What follows belongs to an exercise in optimizing a design on an open flow for small area and a short achievable clock period; a production flow would make more cautious choices. Only simulation tests tie the RTL to the original design; equivalence was not proved.

## flow/design.v (module list and top-level ports; edited modules follow where they fit)
// module tgb_cos_rom: 75 lines
// module tgb_chan_trial: 1527 lines
// module tgb_fa: 4 lines
// module tgb_ha: 4 lines
module tgb_chan_trial (
    input  wire               clk,
    input  wire               rst,         
    input  wire               scheme,      
    input  wire [3:0]         sps,         
    input  wire [7:0]         phase_inc,   
    input  wire [7:0]         sigma,       
    input  wire               start,       
    input  wire               s_valid,
    input  wire [1:0]         sym_i,       
    input  wire [1:0]         sym_q,       
    input  wire signed [9:0]  noise,       
    output reg                r_valid,
    output wire signed [25:0] r_stat_i,
    output wire signed [25:0] r_stat_q,
    output wire               r_dec_i,     
    output wire               r_dec_q,
    output wire [15:0]        r_errs
);
  // ...
==> flow/flow/run.sh <==
#!/bin/bash
set -euo pipefail
cd "$(dirname "$0")/.."
bash standard.sh "BUFFER_PORTS_ARGS=-buffer_cell sky130_fd_sc_hd__buf_2" finish > standard_flow.log 2>&1
==> flow/standard.sh <==
#!/bin/bash
# synth_recipe.tcl (not shown) runs the flow's synth.tcl, then flattens the netlist and writes it again
# the make line also repeats each setting of config.mk as NAME=value (left out here)
make -C /OpenROAD-flow-scripts/flow DESIGN_CONFIG=/design/flow/config.mk WORK_HOME=/design/flow/orfs CLKGATE_MAP_FILE= SYNTH_SCRIPT=/design/flow/synth_recipe.tcl "${@:-finish}"
==> flow/config.mk <==
export PLATFORM = sky130hd
export DESIGN_NAME = tgb_chan_trial
export DESIGN_NICKNAME = tgb_chan_trial
export VERILOG_FILES = /design/flow/design.v
export SDC_FILE = /design/flow/constraint.sdc
export NUM_CORES = 4
export LEC_CHECK = 0
export ABC_AREA = 1
export CAP_MARGIN = 20
export CORE_MARGIN = 2
export CORE_UTILIZATION = 40
export CTS_BUF_LIST = sky130_fd_sc_hd__clkbuf_4
export SLEW_MARGIN = 20
export SYNTH_HIERARCHICAL = 1
==> flow/constraint.sdc <==
create_clock -name core_clock -period 30.0 [get_ports {clk}]
set_input_delay 6.0000 -clock core_clock [delete_from_list [all_inputs] [get_ports {clk}]]
set_output_delay 6.0000 -clock core_clock [all_outputs]
set_load 0.01 [all_outputs]
==> impl_metrics.csv, run 1 <==
group,metric,value,unit
run_status,status,"finished clean",
placement,dpl.hpwl,36410,um
worst_setup_path,ff2ff_path_depth,24,
clock_network,postCtsHoldBufs,0,
synthesis,synthXorXnorAreaFrac,11.67,%
sta,finalSetupTns,0,ns
layout,n_antenna_cell,6,
sta,hold_viol_final,0,
layout,buffer_area_share,2.957,%
clock_network,post_cts_buffers,0,
placement,dp.cells,3013,
global_route,grt_overflow,0,
sta,fmax,0.1344,GHz
min_path,min_to,"ff2$_DFF_P_",
min_path,hold_start,"ff1$_DFF_P_",
worst_setup_path,crit_path_end,"r_errs[4]",
global_route,grt_max_degree,44,
synthesis,post-synth-top-area-fraction,19.56,%
worst_setup_path,critPathLaunchType,"register",
floorplanning,die_w,225.6,um
clock_network,cts-root-buf,"clkbuf_4",
synthesis,yosys.area_share.adder,33.10,%
worst_setup_path,endpoint_kind,"primary output",
==> inputs of run 2 (changes only) <==
--- a/flow/config.mk
+++ b/flow/config.mk
@@ -9,6 +9,5 @@
 export CAP_MARGIN = 20
 export CORE_MARGIN = 2
 export CORE_UTILIZATION = 40
-export CTS_BUF_LIST = sky130_fd_sc_hd__clkbuf_4
 export SLEW_MARGIN = 20
 export SYNTH_HIERARCHICAL = 1
==> impl_metrics.csv, run 2 <==
group,metric,value,unit
synthesis,ys.flop_type,"dfxtp_1",
worst_setup_path,cp_cell_sequence,"buf_2",
drt,wirelength,46360,um
run_status,status,"finished clean",
sta,max_slew_margin,34.29,%
sta,rsz0062_at_grt,"no",
sta,tightest_slew,0.9857,ns
drt,final_antenna_net_count,0,
sta,hold_viol_final,0,
global_route,grt_pass1_wl,76870,um
worst_setup_path,critical_path_class,"register to primary output",
clock_network,cts.repair.resized,0,
clock_network,cts_sinks,208,
synthesis,syn-mean-instance-area,8.487,um2
floorplanning,ios,110,
layout,seq_area,4325,um2
min_path,min_path_type,"register to register",
placement,place_congestion,0.8943,
clock_network,tritoncts,"built",
clock_network,cts.path.max_buffers,3,
floorplanning,coreArea,48750,um2
clock_network,cts_buffers,27,
layout,layout_common_cells,"355 x nand2_1, 267 x inv_1, 243 x ha_1",
worst_setup_path,crit_path_end,"r_errs[4]",
global_route,grt_usage,18.52,%
synthesis,syn_inst,2315,
layout,layout.nets,2833,
clock_network,cts-root-buf,"clkbuf_16",
drt,drt_pass1_iterations,5,
worst_setup_path,ff2ff_path_depth,24,
worst_setup_path,reg2reg_from,"sn2$_DFF_P_",
synthesis,synth.distinct_cells,49,
worst_setup_path,endpoint_kind,"primary output",
synthesis,synth_area_leaders,"dfxtp_1 20%, fa_1 18%, ha_1 15%",
layout,drive_gt1_share,8.924,%
synthesis,ys_top_cells_by_count,"355 x nand2_1, 267 x inv_1, 243 x ha_1",
placement,placed_cell_area,20650,um2
sta,fin_worst_skew,0.02585,ns
worst_setup_path,crit_cells,1,
worst_setup_path,crit_start,"errs[4]$_DFFE_PP_",
clock_network,path_clk_slew,0.06,ns
worst_setup_path,rrSetupSlack,22.94,ns
drt,wire_per_inst,15.14,um
synthesis,async_flop_share,0,%
placement,dpl.hpwl,36410,um
clock_network,htreeDepth,1,
synthesis,syn_nets,2770,
synthesis,yosysMostFrequentCell,"nand2_1",
drt,vias,15340,
drt,drc,0,
clock_network,post_cts_buffers,0,
global_route,grt_overflow,0,
layout,largest_registers,"acc_i x25, acc_q x25, errs x16",
sta,fin_crit_sh,23.84,%
placement,io_buffer_count,109,
worst_setup_path,reg2reg_to,"errs[12]$_DFFE_PP_",
floorplanning,dieArea,50900,um2
synthesis,post-synth-top-area-fraction,19.56,%
layout,design_area,21610,um2
synthesis,post-synth-top-area-cell,"dfxtp_1",
sta,finalSetupTns,0,ns
worst_setup_path,critPathBufInv,1,
worst_setup_path,critPathLaunchType,"register",
layout,final_common_cell,"nand2_1",
layout,n_antenna_cell,0,
floorplanning,initial_core_util,40.30,%
clock_network,postCtsHoldBufs,0,
floorplanning,die_w,225.6,um
sta,slew_violations,0,
sta,fmax,0.1398,GHz
worst_setup_path,crit_required,24.00,ns
synthesis,ys_warn_count,8,
worst_setup_path,path_delay_family,"flip-flops",
flow_run,drv_cap,0,
layout,filler_cell_count,4863,
sta,fin_crit,7.153,ns
global_route,antenna_found_initial,0,
worst_setup_path,cp_max_fo,4,
synthesis,netlist_area,19650,um2
global_route,grt_pass1_vias,15440,
floorplanning,rows,81,
min_path,holdPathStages,0,
synthesis,ys_seq_area_share,22.01,%
synthesis,ys_ff_latch,208,
drt,drt_iter0_markers,866,
synthesis,synth-edff-count,16,
clock_network,clkLatencyLatePin,0.56,ns
worst_setup_path,max_stage_delay,0.44,ns
drt,vias_per_cell,5.010,
worst_setup_path,slowest_stage,"edfxtp_1",
layout,area_delta_synth_final,9.980,%
floorplanning,die_h,225.6,um
worst_setup_path,arrival,1.15,ns
global_route,grt_max_degree,44,
layout,multi_input_area,13750,um2
sta,setup_viol,0,
-- run 2: cell counts after synthesis --
Identical to the previous run, type by type.
-- run 2: cell families after synthesis --
family / count (synthesis) / synth area share [%]
fa+ha+maj: 416 / 33.10
xor+xnor: 261 / 11.67
flops: 208 / 22.01
simple gates: 695 / 14.65
compound gates: 357 / 10.53
buf+inv: 378 / 8.031
-- run 2: cell type report --
| type | instances | area share [%] |
|---|---|---|
| flip-flops and latches | 208 | 20.02 |
| multi-input cells | 1729 | 63.65 |
| clock inverters | 15 | 0.9555 |
| inverters | 291 | 5.107 |
| clock buffers | 34 | 3.486 |
| well taps | 664 | 3.845 |
| repair buffers | 121 | 2.942 |
-- run 2: modules after synthesis (local to each module, per instance) --
| module | times used | flops+latches | cells | area [um2] |
|---|---|---|---|---|
| tgb_fa | 170 | 0 | 1 | 20.02 |
| tgb_chan_trial | 1 | 208 | 1691 | 12830 |
| tgb_cos_rom | 1 | 0 | 297 | 1450 |
| tgb_ha | 157 | 0 | 1 | 12.51 |
-- run 2: how the worst min path moves through the flow --
stage	start	end	slack (ns)
floorplan	cm1[0]$_DFF_P_	cm2[0]$_DFF_P_	0.31
global placement	eq1$_DFF_P_	eq2$_DFF_P_	0.31
detailed placement	cm1[7]$_DFF_P_	cm2[7]$_DFF_P_	0.31
CTS	sm1[4]$_DFF_P_	sm2[4]$_DFF_P_	0.33
global route	cm1[3]$_DFF_P_	cm2[3]$_DFF_P_	0.33
finish	ei1$_DFF_P_	ei2$_DFF_P_	0.32
-- run 2: metal layers --
metal / part of all wire [%] / up-vias / global-route usage, % / wire length (um)
met5: 0 / - / 0 / 0
met4: 3.2 / 0 / 6.281 / 1482
met3: 3.6 / 69 / 1.795 / 1665
met2: 47 / 363 / 31.61 / 21880
met1: 46 / 7220 / 24.56 / 21330
li1: - / 7689 / - / -
-- run 2: per-stage QoR --
step                util [%]  setup WS (ns)  hold slack (ns)  cells
floorplan                  -          23.47           0.3096   2315
global placement       42.36          23.08           0.3122   3013
detailed placement     42.36          22.95           0.3121   3013
CTS                    44.32          22.81           0.3274   3062
global route           44.32          22.52           0.3293   3062
finish                 44.32          22.85           0.3243   3062
==> inputs of run 3 (changes only) <==
--- a/flow/config.mk
+++ b/flow/config.mk
@@ -9,5 +9,6 @@
 export CAP_MARGIN = 20
 export CORE_MARGIN = 2
 export CORE_UTILIZATION = 40
+export CTS_BUF_LIST = sky130_fd_sc_hd__clkbuf_8
 export SLEW_MARGIN = 20
 export SYNTH_HIERARCHICAL = 1
==> impl_metrics.csv, run 3 <==
group,metric,value,unit
placement,io_buffer_count,109,
worst_setup_path,path_delay_family,"flip-flops",
drt,final_antenna_net_count,0,
synthesis,async_flop_share,0,%
clock_network,postCtsHoldBufs,0,
floorplanning,initial_core_util,40.30,%
worst_setup_path,max_stage_delay,0.44,ns
sta,finalSetupTns,0,ns
synthesis,ys_warn_count,8,
layout,largest_registers,"acc_i x25, acc_q x25, errs x16",
layout,seq_area,4325,um2
layout,area_delta_synth_final,9.279,%
synthesis,ys_seq_area_share,22.01,%
min_path,min_path_type,"register to register",
synthesis,syn_inst,2315,
sta,fin_crit,7.224,ns
synthesis,synth_area_leaders,"dfxtp_1 20%, fa_1 18%, ha_1 15%",
floorplanning,ios,110,
layout,layout.nets,2846,
placement,dp.cells,3013,
sta,fin_ws,22.78,ns
clock_network,cts_sinks,208,
synthesis,netlist_area,19650,um2
layout,final_common_cell,"nand2_1",
drt,drt_iter0_markers,833,
worst_setup_path,crit_required,24.00,ns
synthesis,synth-edff-count,16,
layout,final_cells,3086,
clock_network,cts.repair.resized,0,
drt,wirelength,46470,um
synthesis,syn_nets,2770,
synthesis,post-synth-top-area-cell,"dfxtp_1",
clock_network,path_clk_slew,0.07,ns
worst_setup_path,slowest_stage,"edfxtp_1",
flow_run,drv_cap,0,
clock_network,htreeDepth,2,
global_route,antenna_found_initial,1,
drt,vias_per_cell,4.976,
floorplanning,dieArea,50900,um2
clock_network,cts-root-buf,"clkbuf_8",
drt,drc,0,
placement,dp_slack,22.95,ns
floorplanning,rows,81,
sta,tightest_slew,1.039,ns
global_route,grt_overflow,0,
run_status,status,"finished clean",
layout,drive_gt1_share,9.583,%
sta,setup_viol,0,
synthesis,yosysMostFrequentCell,"nand2_1",
placement,place_congestion,0.8943,
worst_setup_path,critPathBufInv,1,
sta,fin_crit_sh,24.08,%
clock_network,post_cts_buffers,0,
worst_setup_path,cp_max_fo,4,
floorplanning,die_h,225.6,um
sta,fin_worst_skew,0.05417,ns
worst_setup_path,critical_path_class,"register to primary output",
layout,multi_input_area,13750,um2
synthesis,synth.distinct_cells,49,
synthesis,ys.flop_type,"dfxtp_1",
synthesis,post-synth-top-area-fraction,19.56,%
floorplanning,coreArea,48750,um2
layout,layout_common_cells,"355 x nand2_1, 275 x inv_1, 243 x ha_1",
global_route,grt_usage,18.66,%
drt,wire_per_inst,15.06,um
synthesis,syn-mean-instance-area,8.487,um2
global_route,grt_max_degree,44,
worst_setup_path,critPathLaunchType,"register",
sta,fmax,0.1384,GHz
sta,hold_viol_final,0,
drt,drt_pass1_iterations,5,
clock_network,clkLatencyLatePin,0.61,ns
clock_network,tritoncts,"built",
global_route,grt_pass1_wl,76840,um
synthesis,ys_top_cells_by_count,"355 x nand2_1, 267 x inv_1, 243 x ha_1",
clock_network,cts_buffers,40,
worst_setup_path,arrival,1.22,ns
layout,filler_cell_count,4891,
global_route,grt_pass1_vias,15480,
sta,rsz0062_at_grt,"no",
drt,vias,15360,
synthesis,ys_ff_latch,208,
worst_setup_path,cp_cell_sequence,"buf_2",
placement,dpl.hpwl,36410,um
floorplanning,die_w,225.6,um
worst_setup_path,endpoint_kind,"primary output",
sta,slew_violations,0,
clock_network,cts.path.max_buffers,3,
sta,max_slew_margin,30.72,%
run 3: cell counts after synthesis:
No cell type changed its count.
run 3: through the flow:
stage	utilization, %	instance area [um2]	hold slack (ns)
after floorplan	-	19650	0.3096
after global placement	42.36	20650	0.3122
after detailed placement	42.36	20650	0.3121
after CTS	44.04	21470	0.2744
after global routing	44.04	21470	0.3047
final	44.04	21470	0.2839
run 3: logic make-up (layout without fill, tap and decap cells):
kind of cell | after synthesis | in the layout | synth area share [%]
adders and majority gates | 416 | 416 | 33.10
DFF | 208 | 208 | 22.01
other | 0 | 1 | 0
buffers and inverters | 378 | 484 | 8.031
xor gates and xnor gates | 261 | 261 | 11.67
and+or+nand+nor | 695 | 695 | 14.65
AOI/OAI and AO/OA | 357 | 357 | 10.53
run 3: routing by layer:
layer | global-route usage, % | vias to the layer above | share of wire, %
met4 | 6.772 | 0 | 3.1
met3 | 2.667 | 67 | 4.0
met1 | 24.45 | 7215 | 46
li1 | - | 7720 | -
met5 | 0 | - | 0
met2 | 31.33 | 355 | 47
run 3: area by class of cell:
cell class,instances,share of cell area (%)
Antenna cell,1,0.01166
Multi-Input combinational cell,1729,64.05
Sequential cell,208,20.15
Timing Repair Buffer,121,2.961
Clock inverter,21,0.5478
Clock buffer,51,3.269
Tap cell,664,3.870
Inverter,291,5.140
run 3: path summary, 6_finish.rpt:
kind                           from                  to  slack, ns  cells after the start
hold / removal       cm1[8]$_DFF_P_      cm2[8]$_DFF_P_       0.28                      0
setup / recovery  errs[4]$_DFFE_PP_           r_errs[4]      22.78                      1
setup reg to reg        sn2$_DFF_P_  errs[12]$_DFFE_PP_      23.01                     24
hold reg to reg      cm1[8]$_DFF_P_      cm2[8]$_DFF_P_       0.28                      0
run 3: modules after synthesis, one instance, submodules excluded:
module | flip-flops and latches | area (um2) | cells | copies in the design
tgb_chan_trial | 208 | 12830 | 1691 | 1
tgb_cos_rom | 0 | 1450 | 297 | 1
tgb_fa | 0 | 20.02 | 1 | 170
tgb_ha | 0 | 12.51 | 1 | 157

==> separate check: timing with driven ports <==
How much do the figures lean on ideal ports? The routed layouts below were timed once more, with nothing changed but the port constraints.
Step 1 (the two cells are an assumption about what drives the block):
set clk [get_ports {clk}]
set_driving_cell -lib_cell sky130_fd_sc_hd__clkbuf_16 $clk
set_driving_cell -lib_cell sky130_fd_sc_hd__buf_2 [delete_from_list [all_inputs] $clk]
Step 2 adds t to the input delays and takes it off the output delays; t is the mean of the earliest and latest rising clock arrival at the registers after step 1. Input paths then give back, and output paths get back, about the clock's delay inside the block.
a / b / c = ideal ports / drivers / drivers and shift; a / b = the first two.
run | t (ns) | setup WS [ns] | worst setup path at the end | clock arrival spread, ns | worst slew at a driven data input, ns
run 1 | 0.846 | 22.559 / 22.507 / 22.979 | register to register | 0.064 / 0.064 | 0.04
run 2 | 0.607 | 22.848 / 22.790 / 22.941 | register to register | 0.027 / 0.027 | 0.04
run 3 | 0.638 | 22.776 / 22.725 / 23.010 | register to register | 0.055 / 0.054 | 0.04
After both steps every run listed still meets setup and hold.
